What follows belongs to an exercise in optimizing a design on an open flow for small area, a short achievable clock period and few clock cycles per item; a production flow would make more cautious choices. Only simulation tests tie the RTL to the original design; equivalence was not proved. Power figures rest on the tool's default switching activity, not on a simulated workload.

// base122_core
module base122_core (
    input  wire        clk,
    input  wire        rst,
    input  wire        enc_in_valid,
    input  wire [7:0]  enc_in_data,
    input  wire        enc_in_last,
    output wire        enc_in_ready,
    output wire        enc_out_valid,
    output wire [7:0]  enc_out_data,
    output wire        enc_out_last,
    input  wire        enc_out_ready,
    input  wire        dec_in_valid,
    input  wire [7:0]  dec_in_data,
    input  wire        dec_in_last,
    output wire        dec_in_ready,
    output wire        dec_out_valid,
    output wire [7:0]  dec_out_data,
    output wire        dec_out_end,
    output wire [2:0]  dec_out_cause,
    output wire [15:0] dec_out_epc,
    input  wire        dec_out_ready
);
For scale: ~1000 cells after synthesis, roughly 0.0071 mm2 of cells after synthesis.
make LEC_CHECK=0 ABC_AREA=1 CAP_MARGIN=20 CORE_MARGIN=2 CORE_UTILIZATION=40 CTS_BUF_LIST=sky130_fd_sc_hd__clkbuf_8 CTS_CLUSTER_SIZE=30 SETUP_SLACK_MARGIN=1.9 SLEW_MARGIN=20 finish   # period 4.0 ns
run.sh (not shown) runs the stock make flow with config.mk's settings and CLKGATE_MAP_FILE= SYNTH_SCRIPT=/design/flow/synth_recipe.tcl, a recipe that flattens the netlist after the stock synthesis.
The baseline finished with timing, DRC and antenna clean.
Testbench counts at the start, summed over its fixed seeds: cycles 21,485, items 37,672.
==> next run, changes <==
ABC_AREA = not set   (was 1)
CTS_BUF_LIST = not set   (was sky130_fd_sc_hd__clkbuf_8)
CTS_CLUSTER_SIZE = not set   (was 30)
SETUP_SLACK_MARGIN = 1.6   (was 1.9)
Effect:
- synthesized cell count goes down by 22%
- worst setup slack degrades by 370 ps
- combinational power goes down by 16%
- synthesized area goes down by 1.9%
- power is lower by 6.4%
- wire length is higher by 15%

Another version of the RTL of base122_core (not shown whole).
Size: roughly 65 I/O pins, ~6800 µm² of cells after synthesis.
// base122_core
module base122_core (
    input  wire        clk,
    input  wire        rst,
    input  wire        enc_in_valid,
    input  wire [7:0]  enc_in_data,
    input  wire        enc_in_last,
    output wire        enc_in_ready,
    output wire        enc_out_valid,
    output wire [7:0]  enc_out_data,
    output wire        enc_out_last,
    input  wire        enc_out_ready,
    input  wire        dec_in_valid,
    input  wire [7:0]  dec_in_data,
    input  wire        dec_in_last,
    output wire        dec_in_ready,
    output wire        dec_out_valid,
    output wire [7:0]  dec_out_data,
    output wire        dec_out_end,
    output wire [2:0]  dec_out_cause,
    output wire [15:0] dec_out_epc,
    input  wire        dec_out_ready
);
Settings: LEC_CHECK=0, ABC_CLOCK_PERIOD_IN_PS=2000, CAP_MARGIN=20, CORE_MARGIN=2, CORE_UTILIZATION=40, SETUP_SLACK_MARGIN=1.5, SLEW_MARGIN=20; clock period 4.0 ns.
Testbench counts at the start, summed over its fixed seeds: cycles 21,481, items 37,672.
Rerun with:
- ABC_CLOCK_PERIOD_IN_PS: 2000 -> not set
- SETUP_SLACK_MARGIN: 1.5 -> not set
Die area does not change.
Synthesized cell count stays the same.
Maximum frequency came out lower by about a fifth.
Via count came out lower by roughly a tenth.
Power went down by about a fifth.
Core utilization decreases by 10 points.
Rerun with:
- SETUP_SLACK_MARGIN: not set -> 1.5
Effect: The changed run produced a clean layout; final cell count climbs by 7.4%; power climbs by 17%; via count came out higher by 10%.

Setup of run A:
The RTL this note starts from:
==> flow/design.v <==
module base122_cls (
    input  wire [6:0] chunk,
    output reg        danger,
    output reg  [2:0] idx
);
    always @(*) begin
        danger = 1'b1;
        idx    = 3'd0;
        case (chunk)
            7'h00: idx = 3'd0;
            7'h0A: idx = 3'd1;
            7'h0D: idx = 3'd2;
            7'h22: idx = 3'd3;
            7'h26: idx = 3'd4;
            7'h5C: idx = 3'd5;
            default: danger = 1'b0;
        endcase
    end
endmodule
module base122_enc (
    input  wire       clk,
    input  wire       rst,
    input  wire       in_valid,
    input  wire [7:0] in_data,
    input  wire       in_last,
    output wire       in_ready,
    output reg        out_valid,
    output reg  [7:0] out_data,
    output reg        out_last,
    input  wire       out_ready
);
    reg  [22:0] bits;        
    reg  [4:0]  nb;          
    reg         eom;         
    reg         e2;          
    wire        go    = !out_valid || out_ready;
    wire [6:0]  chunk = bits[22:16];
    wire        danger;
    wire [2:0]  idx;
    base122_cls u_cls (.chunk(chunk), .danger(danger), .idx(idx));
    wire        ge8 = nb[4] | nb[3];
    wire        ge7 = ge8 | (nb[2:0] == 3'd7);
    wire        nz  = nb != 5'd0;
    assign in_ready    = !eom && !nb[4];
    wire        accept = in_valid && in_ready;
    wire        esc    = !e2 && danger;
    wire        have_e = ge8 || (eom && nz);
    wire        have_n = e2 ? (ge7 || eom) : (ge7 || (eom && nz));
    wire        last_n = eom && !ge8;
    wire [7:0]  byte_e = ge8 ? {3'b110, idx, 1'b1, bits[15]} : {7'b1101111, chunk[6]};
    wire [7:0]  byte_n = e2 ? {2'b10, bits[21:16]} : {1'b0, chunk};
    wire        emit   = go && (esc ? have_e : have_n);
    wire        take   = go && (esc ? ge8 : have_n);     
    wire [22:0] bits_i = bits | ({in_data & {8{accept}}, 15'd0} >> nb[3:0]);
    wire [4:0]  nb_i = accept ? nb + 5'd8 : nb;
    wire [4:0]  nb_t = accept ? nb + 5'd1 : (ge7 ? nb - 5'd7 : 5'd0);
    always @(posedge clk) begin
        if (rst) begin
            bits      <= 23'd0;
            nb        <= 5'd0;
            eom       <= 1'b0;
            e2        <= 1'b0;
            out_valid <= 1'b0;
        end else begin
            bits <= take ? {bits_i[15:0], 7'd0} : bits_i;
            nb   <= take ? nb_t : nb_i;
            if (emit)
                e2 <= esc;
            if (go) begin
                out_valid <= emit;
                out_data  <= esc ? byte_e : byte_n;
                out_last  <= !esc && last_n;
            end
            if (accept)
                eom <= in_last;
            else if (!esc && go && have_n && last_n)
                eom <= 1'b0;
        end
    end
endmodule
module base122_dec (
    input  wire        clk,
    input  wire        rst,
    input  wire        in_valid,
    input  wire [7:0]  in_data,
    input  wire        in_last,
    output wire        in_ready,
    output reg         out_valid,
    output reg  [7:0]  out_data,
    output reg         out_end,
    output wire [2:0]  out_cause,
    output wire [15:0] out_epc,
    input  wire        out_ready
);
    localparam C_NONE     = 3'd0;
    localparam C_LEAD     = 3'd1;
    localparam C_TRUNC    = 3'd2;
    localparam C_CONT     = 3'd3;
    localparam C_OVERLONG = 3'd4;
    localparam C_FIXED    = 3'd5;
    localparam C_INDEX6   = 3'd6;
    localparam C_SHORTPAY = 3'd7;
    wire [7:0]  d  = in_data;
    wire        dl = in_last;
    wire        dv = in_valid;
    reg  [6:0]  acc;         
    reg  [2:0]  an;          
    reg         e2;          
    reg  [4:0]  b1s;         
    reg         pv;          
    reg  [6:0]  pd;
    reg  [15:0] pc;          
    reg  [2:0]  cause;
    reg         drain;       
    reg         endp;        
    reg         eh;          
    reg         rdy;         
    assign out_epc   = pc;
    assign out_cause = cause;
    wire go    = !out_valid || out_ready;
    wire fresh = endp && !pv;
    wire issue = go && fresh;
    wire eng_ready = go && rdy;
    wire accept    = dv && eng_ready;
    assign in_ready = eng_ready;
    wire [2:0]  k        = b1s[4:2];
    wire        k7       = k == 3'd7;
    wire [6:0]  p        = {b1s[0], d[5:0]};
    wire        p_danger = b1s[0] ? (d[5:0] == 6'h1C) :
                           (d[5:0] == 6'h00 || d[5:0] == 6'h0A || d[5:0] == 6'h0D ||
                            d[5:0] == 6'h22 || d[5:0] == 6'h26);
    reg  [6:0]  dval;
    always @(*) begin
        case (k)
            3'd0:    dval = 7'h00;
            3'd1:    dval = 7'h0A;
            3'd2:    dval = 7'h0D;
            3'd3:    dval = 7'h22;
            3'd4:    dval = 7'h26;
            default: dval = 7'h5C;
        endcase
    end
    reg  [2:0] b1_cause;
    always @(*) begin
        b1_cause = C_NONE;
        if (b1s[4:1] == 4'd0)    b1_cause = C_OVERLONG;
        else if (!b1s[1])        b1_cause = C_FIXED;
        else if (k == 3'd6)      b1_cause = C_INDEX6;
    end
    wire       cont_bad = d[7:6] != 2'b10;
    wire       b1_bad   = b1_cause != C_NONE;
    wire       sp_bad   = k7 && !p_danger;
    wire       b2_good  = !cont_bad && !b1_bad && !sp_bad;
    wire [2:0] b2_cause = cont_bad ? C_CONT : b1_bad ? b1_cause : sp_bad ? C_SHORTPAY : C_NONE;
    wire       d_b1   = d[7:5] == 3'b110;
    wire       d_unit = e2 ? b2_good : !d[7];            
    wire       d_err  = e2 ? !b2_good : (d[7] && (!d_b1 || dl));
    wire [2:0] err    = e2 ? b2_cause : (d_b1 ? C_TRUNC : C_LEAD);
    wire       act  = accept && !drain;                  
    wire       unit = act && d_unit;
    wire        push  = go && (pv || unit);
    wire [6:0]  new1  = !e2 ? d[6:0] : (k7 ? p : dval);
    wire [6:0]  pushv = pv ? pd : new1;
    wire        npend = pv ? unit : (unit && e2 && !k7);    
    wire [6:0]  npd   = pv ? new1 : p;
    wire [13:0] window = {acc, 7'd0} | ({pushv, 7'd0} >> an);
    wire        emit   = push && an != 3'd0;
    wire [15:0] pc_inc = pc + (e2 ? 16'd2 : 16'd1);
    wire        taken_eh = out_valid && out_ready && eh;
    wire        eh_n     = go ? (fresh && cause != C_NONE) : eh;
    wire        endp_n   = (accept && dl) || (endp && !issue);
    wire        pv_n     = go ? npend : pv;
    always @(posedge clk) begin
        if (rst) begin
            an        <= 3'd0;
            e2        <= 1'b0;
            pv        <= 1'b0;
            rdy       <= 1'b1;
            pc        <= 16'd0;
            cause     <= C_NONE;
            drain     <= 1'b0;
            endp      <= 1'b0;
            eh        <= 1'b0;
            out_valid <= 1'b0;
        end else begin
            if (go) begin
                out_valid <= emit || fresh;
                out_data  <= window[13:6];
                out_end   <= fresh;
            end
            if (push) begin
                if (an == 3'd0) begin
                    acc <= pushv;
                    an  <= 3'd7;
                end else begin
                    acc <= {window[5:0], 1'b0};
                    an  <= an - 3'd1;
                end
            end else if (issue)
                an  <= 3'd0;
            if (go)
                pd <= npd;
            pv   <= pv_n;
            eh   <= eh_n;
            endp <= endp_n;
            rdy  <= !eh_n && !endp_n;
            if (taken_eh) begin
                pc    <= 16'd0;
                cause <= C_NONE;
            end else if (unit)
                pc <= dl ? 16'd0 : pc_inc;
            if (act)
                e2 <= !e2 && d_b1 && !dl;
            if (!e2)
                b1s <= d[4:0];
            if (act && d_err) begin
                cause <= err;
                if (!dl)
                    drain <= 1'b1;
            end
            if (accept && dl)
                drain <= 1'b0;
        end
    end
endmodule
module base122_core (
    input  wire        clk,
    input  wire        rst,
    input  wire        enc_in_valid,
    input  wire [7:0]  enc_in_data,
    input  wire        enc_in_last,
    output wire        enc_in_ready,
    output wire        enc_out_valid,
    output wire [7:0]  enc_out_data,
    output wire        enc_out_last,
    input  wire        enc_out_ready,
    input  wire        dec_in_valid,
    input  wire [7:0]  dec_in_data,
    input  wire        dec_in_last,
    output wire        dec_in_ready,
    output wire        dec_out_valid,
    output wire [7:0]  dec_out_data,
    output wire        dec_out_end,
    output wire [2:0]  dec_out_cause,
    output wire [15:0] dec_out_epc,
    input  wire        dec_out_ready
);
    base122_enc u_enc (
        .clk(clk), .rst(rst),
        .in_valid(enc_in_valid), .in_data(enc_in_data), .in_last(enc_in_last),
        .in_ready(enc_in_ready),
        .out_valid(enc_out_valid), .out_data(enc_out_data), .out_last(enc_out_last),
        .out_ready(enc_out_ready)
    );
    base122_dec u_dec (
        .clk(clk), .rst(rst),
        .in_valid(dec_in_valid), .in_data(dec_in_data), .in_last(dec_in_last),
        .in_ready(dec_in_ready),
        .out_valid(dec_out_valid), .out_data(dec_out_data), .out_end(dec_out_end),
        .out_cause(dec_out_cause), .out_epc(dec_out_epc),
        .out_ready(dec_out_ready)
    );
endmodule
==> flow/config.mk <==
export PLATFORM = sky130hd
export DESIGN_NAME = base122_core
export DESIGN_NICKNAME = base122_core
export VERILOG_FILES = /design/flow/design.v
export SDC_FILE = /design/flow/constraint.sdc
export NUM_CORES = 4
export LEC_CHECK = 0
export ABC_AREA = 1
export CAP_MARGIN = 20
export CORE_MARGIN = 2
export CORE_UTILIZATION = 40
export CTS_BUF_LIST = sky130_fd_sc_hd__clkbuf_8
export CTS_CLUSTER_SIZE = 20
export SETUP_SLACK_MARGIN = 2.0
export SLEW_MARGIN = 20
==> flow/constraint.sdc <==
create_clock -name core_clock -period 4.0 [get_ports {clk}]
set_input_delay 0.8000 -clock core_clock [delete_from_list [all_inputs] [get_ports {clk}]]
set_output_delay 0.8000 -clock core_clock [all_outputs]
set_load 0.01 [all_outputs]
standard.sh (not shown) runs the stock make flow with config.mk's settings and CLKGATE_MAP_FILE= SYNTH_SCRIPT=/design/flow/synth_recipe.tcl, a recipe that flattens the netlist after the stock synthesis.
==> flow/flow/run.sh <==
#!/bin/bash
# The standard layout (standard.sh, unchanged synthesis and steps), with two
# changes: the buffer that global placement puts on every input and output
# port is sky130_fd_sc_hd__buf_1 instead of the tool's own pick (a delay
# cell), and clock tree synthesis adds no dummy loads.
set -euo pipefail
export BUFFER_PORTS_ARGS="-buffer_cell sky130_fd_sc_hd__buf_1"
export CTS_ARGS="-sink_clustering_enable -repair_clock_nets -sink_clustering_size 20 -buf_list sky130_fd_sc_hd__clkbuf_8 -dont_use_dummy_load"
bash standard.sh synth > synth.log 2>&1
bash standard.sh finish > layout.log 2>&1
Testbench counts of run A, summed over its fixed seeds: cycles 21,637, items 37,672.
## Diff of input files: run B against run A
Settings: a change of SETUP_SLACK_MARGIN from 2.0 to 1.9; a change of CORE_UTILIZATION from 40 to 50.
==> comparison <==
Hold slack, run A and run B: lower on run B
Run B can be clocked slower than run A.
Run B reached the end of the flow, and the finished layout is clean on the timing, DRC and antenna checks.
Sequential share of layout area in run B is 2.8 points above run A.
--- input diff run B..run C ---
Settings: a change of CORE_UTILIZATION from 50 to 40.
Of run B and run C, run C shows the lower cell depth of the worst flop-to-flop path, with run B above it. Looking at setup slack, run C sits below run B. Run C vs. run B: peak clock frequency supported by timing went down by about 1%. Cmp run C vs run B: total power draw lower in run C. Re number of fillers in the final layout: run C is 441 up on run B. Run B reports its highest-utilization routing layer at the global route stage as met2 while run C reports met1. Lower average vias per placed instance among run B and run C: run C. Worst clock skew: run C vs run B up 12 ps. Going from run B to run C, final net count shrank slightly. Run C improves on run B in routed wire length. ~same hold slack in run B and run C.

[afterwards: timing with drivers on the ports]
In the flow no input, the clock included, has a driving cell. The finished layouts below were timed again as built, in two steps.
Step 1 (the two cells are an assumption about what drives the block):
set clk [get_ports {clk}]
set_driving_cell -lib_cell sky130_fd_sc_hd__clkbuf_16 $clk
set_driving_cell -lib_cell sky130_fd_sc_hd__buf_2 [delete_from_list [all_inputs] $clk]
Step 2 also shifts input and output timing later by t, the mid clock arrival at the registers, as if the neighbouring blocks saw the same clock.
a / b / c = no drivers / after step 1 / after step 2; a / b = the first two.
run | t, ns | slack for setup (ns) | worst setup path after step 2
the first run of note 1 | 0.422 | 1.878 / 1.857 / 1.610 | input to register
the second run of note 1 | 0.404 | 1.510 / 1.510 / 1.194 | input to register
the first run of note 2 | 0.395 | 1.065 / 1.065 / 0.670 | input to register
the second run of note 2 | 0.387 | 0.304 / 0.282 / 0.143 | input to register
the third run of note 2 | 0.395 | 1.065 / 1.065 / 0.670 | input to register
run A | 0.400 | 1.983 / 1.963 / 1.577 | input to register
run B | 0.401 | 1.935 / 1.908 / 1.607 | input to register
run C | 0.407 | 1.913 / 1.894 / 1.588 | input to register
After both steps every run listed still meets setup and hold. For run A, which loses most, drivers alone change the setup slack by -0.020 ns; drivers and shift together by -0.406 ns.
